This is an optimization exercise on Yosys and OpenROAD, whose aim is a short achievable clock period and few clock cycles, not a production implementation.
Function was checked by simulation only, so behaviour that the tests miss may differ from the original.
Power figures rest on the tool's default switching activity, not on a simulated workload.

==> branch harbor: inputs <==
==> flow/design.v <==
module framed_queue (
    input  wire        clk,
    input  wire        rst,
    input  wire        cmd_valid,
    output wire        cmd_ready,
    input  wire [31:0] cmd_data,
    input  wire        cmd_irq,
    output reg         rsp_valid,
    output reg  [31:0] rsp_data,
    input  wire        ser_busy,
    input  wire        ser_sleep_full,
    output reg         tx_we,
    output reg  [5:0]  tx_widx,
    output wire [31:0] tx_wdata,
    output wire [3:0]  tx_wstrb,
    output reg         tx_start,
    output reg  [6:0]  tx_len,
    input  wire [3:0]  diag_raddr,
    output wire [31:0] diag_rdata,
    output wire [6:0]  diag_len,
    output reg  [7:0]  fault_code,
    output reg  [3:0]  fault_unit,
    output reg  [3:0]  fault_inst,
    output reg  [31:0] fault_info
);
    localparam [7:0] F_SLEEP_OVERFLOW  = 8'h03;
    localparam [7:0] F_QUEUE_OVERFLOW  = 8'h05;
    localparam [7:0] F_ILLEGAL_COMMAND = 8'h06;
    localparam [7:0] F_OPERAND_RANGE   = 8'h07;
    localparam [7:0] F_TX_LENGTH       = 8'h09;
    localparam [7:0] F_FRAME_LENGTH    = 8'h0A;
    localparam [7:0] F_DIAG_OVERFLOW   = 8'h0B;
    localparam [7:0] F_CONTEXT         = 8'h0D;
    localparam [7:0] F_CORRUPT_FRAME   = 8'h0E;
    reg [7:0] qbuf    [0:63];
    reg [7:0] diagbuf [0:63];
    reg [5:0] qrd;
    reg [5:0] qwr;
    reg [6:0] diag_len_r;
    reg        m_idle;
    reg        m_push;
    reg        m_tx;
    reg        ready_r;
    reg [31:0] hdr;
    reg [14:0] wl;           
    reg        wlast;        
    reg [1:0]  nmod;         
    reg [5:0]  wp;           
    reg [5:0]  qwr_new;      
    reg        push_ok;      
    reg [7:0]  pf_code;      
    reg [3:0]  pf_inst;
    reg [31:0] pf_info;
    reg [503:0] pb;          
    reg [3:0]   kl;          
    assign cmd_ready = ready_r;
    assign diag_len  = diag_len_r;
    assign tx_wdata  = pb[31:0];
    assign tx_wstrb  = 4'b1111;
    wire [511:0] qv;
    wire [511:0] dv;
    genvar g;
    generate
        for (g = 0; g < 64; g = g + 1) begin : flat
            assign qv[8*g +: 8] = qbuf[g];
            assign dv[8*g +: 8] = diagbuf[g];
        end
    endgenerate
    wire [511:0] r0 = qrd[0] ? {qv[7:0],     qv[511:8]}   : qv;
    wire [511:0] r1 = qrd[1] ? {r0[15:0],    r0[511:16]}  : r0;
    wire [511:0] r2 = qrd[2] ? {r1[31:0],    r1[511:32]}  : r1;
    wire [511:0] r3 = qrd[3] ? {r2[63:0],    r2[511:64]}  : r2;
    wire [511:0] r4 = qrd[4] ? {r3[127:0],   r3[511:128]} : r3;
    wire [511:0] rot = qrd[5] ? {r4[255:0],  r4[511:256]} : r4;
    assign diag_rdata = dv[32*diag_raddr +: 32];
    wire [5:0] used   = qwr - qrd;
    wire [6:0] free   = 7'd64 - {1'b0, used};
    wire       empty  = (used == 6'd0);
    wire [7:0] lb     = qbuf[qrd];
    wire [7:0] pop_n  = lb - 8'd1;
    wire       corrupt   = (lb == 8'd0) || (lb > {2'd0, used});
    wire       txlen_bad = (lb == 8'd1) || (lb > 8'd65);
    wire       diag_bad  = (lb > 8'd65);
    wire [3:0]  h_unit = cmd_data[31:28];
    wire [3:0]  h_op   = cmd_data[27:24];
    wire [3:0]  h_inst = cmd_data[23:20];
    wire [15:0] h_n    = cmd_data[15:0];
    wire        h_diag = cmd_data[0];
    wire hdr_legal = (h_unit == 4'd4) &&
                     ((h_op == 4'd0 && cmd_data[19:0] == 20'd0) ||
                      (h_op == 4'd1 && cmd_data[19:16] == 4'd0) ||
                      (h_op == 4'd2 && cmd_data[19:1] == 19'd0) ||
                      (h_op == 4'd3 && cmd_data[19:0] == 20'd0));
    wire h_inst_bad = (h_inst != 4'd0);
    wire        hdr_fire = m_idle && cmd_valid;
    wire        pay_fire = m_push && cmd_valid;
    wire        h_len_bad  = (h_n > 16'd254);
    wire        h_ovf      = ({9'd0, free} < h_n + 16'd1);
    wire [14:0] h_words    = h_n[15:2] + {14'd0, (h_n[1:0] != 2'd0)};
    wire pop_nothing = ser_busy || empty;
    wire pop_diag_go = !cmd_irq && !h_inst_bad && !pop_nothing && !corrupt && !diag_bad;
    wire diag_we     = hdr_fire && hdr_legal && h_op == 4'd2 && h_diag && pop_diag_go;
    wire pad_bad = (nmod == 2'd1 && cmd_data[31:8]  != 24'd0) ||
                   (nmod == 2'd2 && cmd_data[31:16] != 16'd0) ||
                   (nmod == 2'd3 && cmd_data[31:24] != 8'd0);
    wire [31:0] wrot = (wp[1:0] == 2'd0) ? cmd_data :
                       (wp[1:0] == 2'd1) ? {cmd_data[23:0], cmd_data[31:24]} :
                       (wp[1:0] == 2'd2) ? {cmd_data[15:0], cmd_data[31:16]} :
                                           {cmd_data[7:0],  cmd_data[31:8]};
    wire [7:0] len_byte = h_n[7:0] + 8'd1;
    generate
        for (g = 0; g < 64; g = g + 1) begin : ring
            wire [5:0] off = g - wp;
            always @(posedge clk) begin
                if (hdr_fire && qwr == g)
                    qbuf[g] <= len_byte;
                else if (pay_fire && push_ok && off[5:2] == 4'd0 &&
                         (!wlast || nmod == 2'd0 || off[1:0] < nmod))
                    qbuf[g] <= wrot[8*(g%4) +: 8];
            end
        end
    endgenerate
    integer d;
    always @(posedge clk) begin
        for (d = 0; d < 64; d = d + 1)
            if (diag_we && d < pop_n)
                diagbuf[d] <= rot[8*(d+1) +: 8];
    end
    task automatic raise_fault(input [7:0] code, input [3:0] unit,
                               input [3:0] inst, input [31:0] info);
        begin
            fault_code <= code;
            fault_unit <= unit;
            fault_inst <= inst;
            fault_info <= info;
            m_idle  <= 1'b0;
            m_push  <= 1'b0;
            m_tx    <= 1'b0;
            ready_r <= 1'b0;
        end
    endtask
    task automatic respond(input [31:0] v);
        begin
            rsp_valid <= 1'b1;
            rsp_data  <= v;
            m_idle    <= 1'b1;
            m_push    <= 1'b0;
            m_tx      <= 1'b0;
            ready_r   <= 1'b1;
        end
    endtask
    always @(posedge clk) begin
        if (rst) begin
            qrd        <= 6'd0;
            qwr        <= 6'd0;
            diag_len_r <= 7'd0;
            m_idle     <= 1'b1;
            m_push     <= 1'b0;
            m_tx       <= 1'b0;
            ready_r    <= 1'b1;
            rsp_valid  <= 1'b0;
            rsp_data   <= 32'd0;
            tx_we      <= 1'b0;
            tx_widx    <= 6'd0;
            tx_start   <= 1'b0;
            tx_len     <= 7'd0;
            fault_code <= 8'd0;
            fault_unit <= 4'd0;
            fault_inst <= 4'd0;
            fault_info <= 32'd0;
        end else begin
            rsp_valid <= 1'b0;
            tx_we     <= 1'b0;
            tx_start  <= 1'b0;
            if (hdr_fire) begin
                if (!hdr_legal) begin
                    raise_fault(F_ILLEGAL_COMMAND, 4'd15, 4'd0, cmd_data);
                end else begin
                    case (h_op)
                    4'd0: begin  
                        if (cmd_irq)
                            raise_fault(F_CONTEXT, 4'd4, h_inst, cmd_data);
                        else if (h_inst_bad)
                            raise_fault(F_OPERAND_RANGE, 4'd4, h_inst, cmd_data);
                        else begin
                            qrd        <= 6'd0;
                            qwr        <= 6'd0;
                            diag_len_r <= 7'd0;
                            respond(32'd0);
                        end
                    end
                    4'd1: begin  
                        if (h_n == 16'd0) begin
                            if (cmd_irq)
                                raise_fault(F_CONTEXT, 4'd4, h_inst, cmd_data);
                            else if (h_inst_bad)
                                raise_fault(F_OPERAND_RANGE, 4'd4, h_inst, cmd_data);
                            else begin
                                qwr <= qwr + 6'd1;
                                respond(32'd0);
                            end
                        end else begin
                            m_idle <= 1'b0;
                            m_push <= 1'b1;
                        end
                    end
                    4'd2: begin  
                        if (cmd_irq)
                            raise_fault(F_CONTEXT, 4'd4, h_inst, cmd_data);
                        else if (h_inst_bad)
                            raise_fault(F_OPERAND_RANGE, 4'd4, h_inst, cmd_data);
                        else if (pop_nothing)
                            respond(32'd0);
                        else if (corrupt)
                            raise_fault(F_CORRUPT_FRAME, 4'd4, 4'd0, {24'd0, lb});
                        else if (!h_diag && txlen_bad)
                            raise_fault(F_TX_LENGTH, 4'd4, 4'd0, {24'd0, pop_n});
                        else if (!h_diag && ser_sleep_full)
                            raise_fault(F_SLEEP_OVERFLOW, 4'd1, 4'd0, 32'd3);
                        else if (h_diag && diag_bad)
                            raise_fault(F_DIAG_OVERFLOW, 4'd4, 4'd0, {24'd0, pop_n});
                        else begin
                            qrd <= qrd + lb[5:0];
                            if (h_diag) begin
                                diag_len_r <= pop_n[6:0];
                                respond(32'd1);
                            end else begin
                                tx_we   <= 1'b1;
                                tx_widx <= 6'd0;
                                tx_len  <= pop_n[6:0];
                                if (pop_n <= 8'd4) begin
                                    tx_start <= 1'b1;
                                    respond(32'd1);
                                end else begin
                                    m_idle  <= 1'b0;
                                    m_tx    <= 1'b1;
                                    ready_r <= 1'b0;
                                end
                            end
                        end
                    end
                    default: begin  
                        if (h_inst_bad)
                            raise_fault(F_OPERAND_RANGE, 4'd4, h_inst, cmd_data);
                        else
                            respond({25'd0, free});
                    end
                    endcase
                end
            end
            if (pay_fire && wlast) begin
                if (pad_bad)
                    raise_fault(F_ILLEGAL_COMMAND, 4'd15, 4'd0, hdr);
                else if (!push_ok)
                    raise_fault(pf_code, 4'd4, pf_inst, pf_info);
                else begin
                    qwr <= qwr_new;
                    respond(32'd0);
                end
            end
            if (m_tx) begin
                tx_we   <= 1'b1;
                tx_widx <= tx_widx + 6'd4;
                if (kl == 4'd1) begin
                    tx_start <= 1'b1;
                    respond(32'd1);
                end
            end
        end
    end
    always @(posedge clk) begin
        if (hdr_fire) begin
            hdr     <= cmd_data;
            wl      <= h_words;
            wlast   <= (h_words == 15'd1);
            nmod    <= h_n[1:0];
            wp      <= qwr + 6'd1;
            qwr_new <= qwr + h_n[5:0] + 6'd1;
            push_ok <= !cmd_irq && !h_inst_bad && !h_len_bad && !h_ovf;
            if (cmd_irq) begin
                pf_code <= F_CONTEXT;
                pf_inst <= h_inst;
                pf_info <= cmd_data;
            end else if (h_inst_bad) begin
                pf_code <= F_OPERAND_RANGE;
                pf_inst <= h_inst;
                pf_info <= cmd_data;
            end else if (h_len_bad) begin
                pf_code <= F_FRAME_LENGTH;
                pf_inst <= 4'd0;
                pf_info <= {16'd0, h_n};
            end else begin
                pf_code <= F_QUEUE_OVERFLOW;
                pf_inst <= 4'd0;
                pf_info <= {16'd0, h_n};
            end
        end else if (pay_fire) begin
            wl    <= wl - 15'd1;
            wlast <= (wl == 15'd2);
            wp    <= wp + 6'd4;
        end
        if (m_tx)
            pb <= {32'd0, pb[503:32]};
        else
            pb <= rot[511:8];
        if (hdr_fire) begin
            kl  <= pop_n[5:2] + {3'd0, (pop_n[1:0] != 2'd0)} - 4'd1;
        end else if (m_tx)
            kl  <= kl - 4'd1;
    end
endmodule
==> flow/run.sh <==
#!/bin/bash
# synth_recipe.tcl (not shown) runs the flow's synth.tcl, then flattens the netlist and writes it again
# the make line also repeats each setting of config.mk as NAME=value (left out here)
make -C /OpenROAD-flow-scripts/flow DESIGN_CONFIG=/design/flow/config.mk WORK_HOME=/design/flow/orfs CLKGATE_MAP_FILE= SYNTH_SCRIPT=/design/flow/synth_recipe.tcl finish
==> flow/config.mk <==
export PLATFORM = sky130hd
export DESIGN_NAME = framed_queue
export DESIGN_NICKNAME = framed_queue
export VERILOG_FILES = /design/flow/design.v
export SDC_FILE = /design/flow/constraint.sdc
export NUM_CORES = 4
export LEC_CHECK = 0
export CAP_MARGIN = 20
export CORE_MARGIN = 2
export CORE_UTILIZATION = 40
export SLEW_MARGIN = 20
==> flow/constraint.sdc <==
create_clock -name core_clock -period 6.0 [get_ports {clk}]
set_input_delay 1.2000 -clock core_clock [delete_from_list [all_inputs] [get_ports {clk}]]
set_output_delay 1.2000 -clock core_clock [all_outputs]
set_load 0.01 [all_outputs]
==> branch juniper (differences from branch harbor) <==
--- a/flow/design.v
+++ b/flow/design.v
@@ -33,8 +33,7 @@
     localparam [7:0] F_CONTEXT         = 8'h0D;
     localparam [7:0] F_CORRUPT_FRAME   = 8'h0E;
-    reg [7:0] qbuf    [0:63];
-    reg [7:0] diagbuf [0:63];
-    reg [5:0] qrd;
-    reg [5:0] qwr;
+    reg [7:0] q       [0:63];    
+    reg [7:0] diagbuf [0:62];
+    reg [5:0] cnt;               
     reg [6:0] diag_len_r;
     reg        m_idle;
@@ -47,5 +46,5 @@
     reg [1:0]  nmod;         
     reg [5:0]  wp;           
-    reg [5:0]  qwr_new;      
+    reg [5:0]  cnt_new;      
     reg        push_ok;      
     reg [7:0]  pf_code;      
@@ -63,23 +62,30 @@
     generate
         for (g = 0; g < 64; g = g + 1) begin : flat
-            assign qv[8*g +: 8] = qbuf[g];
-            assign dv[8*g +: 8] = diagbuf[g];
+            assign qv[8*g +: 8] = q[g];
+            assign dv[8*g +: 8] = (g < 63) ? diagbuf[g] : 8'd0;
         end
     endgenerate
-    wire [511:0] r0 = qrd[0] ? {qv[7:0],     qv[511:8]}   : qv;
-    wire [511:0] r1 = qrd[1] ? {r0[15:0],    r0[511:16]}  : r0;
-    wire [511:0] r2 = qrd[2] ? {r1[31:0],    r1[511:32]}  : r1;
-    wire [511:0] r3 = qrd[3] ? {r2[63:0],    r2[511:64]}  : r2;
-    wire [511:0] r4 = qrd[4] ? {r3[127:0],   r3[511:128]} : r3;
-    wire [511:0] rot = qrd[5] ? {r4[255:0],  r4[511:256]} : r4;
-    assign diag_rdata = dv[32*diag_raddr +: 32];
-    wire [5:0] used   = qwr - qrd;
-    wire [6:0] free   = 7'd64 - {1'b0, used};
-    wire       empty  = (used == 6'd0);
-    wire [7:0] lb     = qbuf[qrd];
+    wire [15:0] dsel = 16'd1 << diag_raddr;
+    reg  [31:0] drd;
+    integer a;
+    always @* begin
+        drd = 32'd0;
+        for (a = 0; a < 16; a = a + 1)
+            drd = drd | ({32{dsel[a]}} & dv[32*a +: 32]);
+    end
+    assign diag_rdata = drd;
+    wire [6:0] free   = 7'd64 - {1'b0, cnt};
+    wire       empty  = (cnt == 6'd0);
+    wire [7:0] lb     = q[0];
     wire [7:0] pop_n  = lb - 8'd1;
-    wire       corrupt   = (lb == 8'd0) || (lb > {2'd0, used});
+    wire       corrupt   = (lb == 8'd0) || (lb > {2'd0, cnt});
     wire       txlen_bad = (lb == 8'd1) || (lb > 8'd65);
     wire       diag_bad  = (lb > 8'd65);
+    wire [511:0] s0 = lb[0] ? {qv[7:0],    qv[511:8]}   : qv;
+    wire [511:0] s1 = lb[1] ? {s0[15:0],   s0[511:16]}  : s0;
+    wire [511:0] s2 = lb[2] ? {s1[31:0],   s1[511:32]}  : s1;
+    wire [511:0] s3 = lb[3] ? {s2[63:0],   s2[511:64]}  : s2;
+    wire [511:0] s4 = lb[4] ? {s3[127:0],  s3[511:128]} : s3;
+    wire [511:0] qs = lb[5] ? {s4[255:0],  s4[511:256]} : s4;
     wire [3:0]  h_unit = cmd_data[31:28];
     wire [3:0]  h_op   = cmd_data[27:24];
@@ -98,7 +104,9 @@
     wire        h_ovf      = ({9'd0, free} < h_n + 16'd1);
     wire [14:0] h_words    = h_n[15:2] + {14'd0, (h_n[1:0] != 2'd0)};
-    wire pop_nothing = ser_busy || empty;
-    wire pop_diag_go = !cmd_irq && !h_inst_bad && !pop_nothing && !corrupt && !diag_bad;
-    wire diag_we     = hdr_fire && hdr_legal && h_op == 4'd2 && h_diag && pop_diag_go;
+    wire pop_ok   = hdr_fire && hdr_legal && h_op == 4'd2 && !cmd_irq && !h_inst_bad &&
+                    !ser_busy && !empty && !corrupt;
+    wire diag_go  = pop_ok && h_diag && !diag_bad;
+    wire tx_go    = pop_ok && !h_diag && !txlen_bad && !ser_sleep_full;
+    wire pop_go   = diag_go || tx_go;
     wire pad_bad = (nmod == 2'd1 && cmd_data[31:8]  != 24'd0) ||
                    (nmod == 2'd2 && cmd_data[31:16] != 16'd0) ||
@@ -113,18 +121,21 @@
             wire [5:0] off = g - wp;
             always @(posedge clk) begin
-                if (hdr_fire && qwr == g)
-                    qbuf[g] <= len_byte;
+                if (pop_go)
+                    q[g] <= qs[8*g +: 8];
+                else if (hdr_fire && cnt == g)
+                    q[g] <= len_byte;
                 else if (pay_fire && push_ok && off[5:2] == 4'd0 &&
                          (!wlast || nmod == 2'd0 || off[1:0] < nmod))
-                    qbuf[g] <= wrot[8*(g%4) +: 8];
+                    q[g] <= wrot[8*(g%4) +: 8];
             end
         end
     endgenerate
-    integer d;
-    always @(posedge clk) begin
-        for (d = 0; d < 64; d = d + 1)
-            if (diag_we && d < pop_n)
-                diagbuf[d] <= rot[8*(d+1) +: 8];
-    end
+    generate
+        for (g = 0; g < 63; g = g + 1) begin : cap
+            always @(posedge clk)
+                if (diag_go && g < pop_n)
+                    diagbuf[g] <= q[g+1];
+        end
+    endgenerate
     task automatic raise_fault(input [7:0] code, input [3:0] unit,
                                input [3:0] inst, input [31:0] info);
@@ -152,6 +163,5 @@
     always @(posedge clk) begin
         if (rst) begin
-            qrd        <= 6'd0;
-            qwr        <= 6'd0;
+            cnt        <= 6'd0;
             diag_len_r <= 7'd0;
             m_idle     <= 1'b1;
@@ -184,6 +194,5 @@
                             raise_fault(F_OPERAND_RANGE, 4'd4, h_inst, cmd_data);
                         else begin
-                            qrd        <= 6'd0;
-                            qwr        <= 6'd0;
+                            cnt        <= 6'd0;
                             diag_len_r <= 7'd0;
                             respond(32'd0);
@@ -197,5 +206,5 @@
                                 raise_fault(F_OPERAND_RANGE, 4'd4, h_inst, cmd_data);
                             else begin
-                                qwr <= qwr + 6'd1;
+                                cnt <= cnt + 6'd1;
                                 respond(32'd0);
                             end
@@ -210,5 +219,5 @@
                         else if (h_inst_bad)
                             raise_fault(F_OPERAND_RANGE, 4'd4, h_inst, cmd_data);
-                        else if (pop_nothing)
+                        else if (ser_busy || empty)
                             respond(32'd0);
                         else if (corrupt)
@@ -221,5 +230,5 @@
                             raise_fault(F_DIAG_OVERFLOW, 4'd4, 4'd0, {24'd0, pop_n});
                         else begin
-                            qrd <= qrd + lb[5:0];
+                            cnt <= cnt - lb[5:0];
                             if (h_diag) begin
                                 diag_len_r <= pop_n[6:0];
@@ -255,5 +264,5 @@
                     raise_fault(pf_code, 4'd4, pf_inst, pf_info);
                 else begin
-                    qwr <= qwr_new;
+                    cnt <= cnt_new;
                     respond(32'd0);
                 end
@@ -275,6 +284,6 @@
             wlast   <= (h_words == 15'd1);
             nmod    <= h_n[1:0];
-            wp      <= qwr + 6'd1;
-            qwr_new <= qwr + h_n[5:0] + 6'd1;
+            wp      <= cnt + 6'd1;
+            cnt_new <= cnt + h_n[5:0] + 6'd1;
             push_ok <= !cmd_irq && !h_inst_bad && !h_len_bad && !h_ovf;
             if (cmd_irq) begin
@@ -303,9 +312,9 @@
             pb <= {32'd0, pb[503:32]};
         else
-            pb <= rot[511:8];
-        if (hdr_fire) begin
-            kl  <= pop_n[5:2] + {3'd0, (pop_n[1:0] != 2'd0)} - 4'd1;
-        end else if (m_tx)
-            kl  <= kl - 4'd1;
+            pb <= qv[511:8];
+        if (hdr_fire)
+            kl <= pop_n[5:2] + {3'd0, (pop_n[1:0] != 2'd0)} - 4'd1;
+        else if (m_tx)
+            kl <= kl - 4'd1;
     end
 endmodule
Settings changed: ABC_CLOCK_PERIOD_IN_PS set to 3000, SETUP_SLACK_MARGIN set to 2.5.
==> notes.md <==
Branch harbor completed and failed the layout checks on negative setup slack. Branch juniper passed the timing, DRC and antenna checks. In sequential power, branch harbor and branch juniper hardly differ. Cell count: branch harbor is higher than branch juniper (about 9%). In branch juniper the core utilization is higher than in branch harbor, by 2.4 points. In branch juniper the clock-buffer cell count is higher than in branch harbor, by 10. In branch juniper the critical path depth is lower than in branch harbor, by 14.
Testbench counts of branch harbor, summed over its fixed seeds: cycles 14,782.
Testbench counts of branch juniper, summed over its fixed seeds: cycles 14,782.

port drivers added, routing unchanged:
How much do the figures lean on ideal ports? The routed layouts below were timed once more, with nothing changed but the port constraints.
Step 1 sets driving cells, clkbuf_16 on the clock port and buf_2 on the other inputs (assumed; they add their load-dependent delay and slew).
Step 2 adds t to the input delays and takes it off the output delays; t is the mean of the earliest and latest rising clock arrival at the registers after step 1. Input paths then give back, and output paths get back, about the clock's delay inside the block.
Slacks: ideal / step 1 / step 2; pairs: ideal / step 1.
run	shift t [ns]	setup slack, ns	hold slack, ns	worst slew at a driven data input, ns	pins driven straight from the clock port
branch harbor	1.003	-0.045 / -0.045 / -0.045	0.444 / 0.444 / 0.444	0.09	1
branch juniper	1.036	1.903 / 1.836 / 1.513	0.430 / 0.430 / 0.430	0.07	1
The setup slack of branch juniper, which loses most, moves by -0.067 ns with the drivers and by -0.390 ns with both steps.
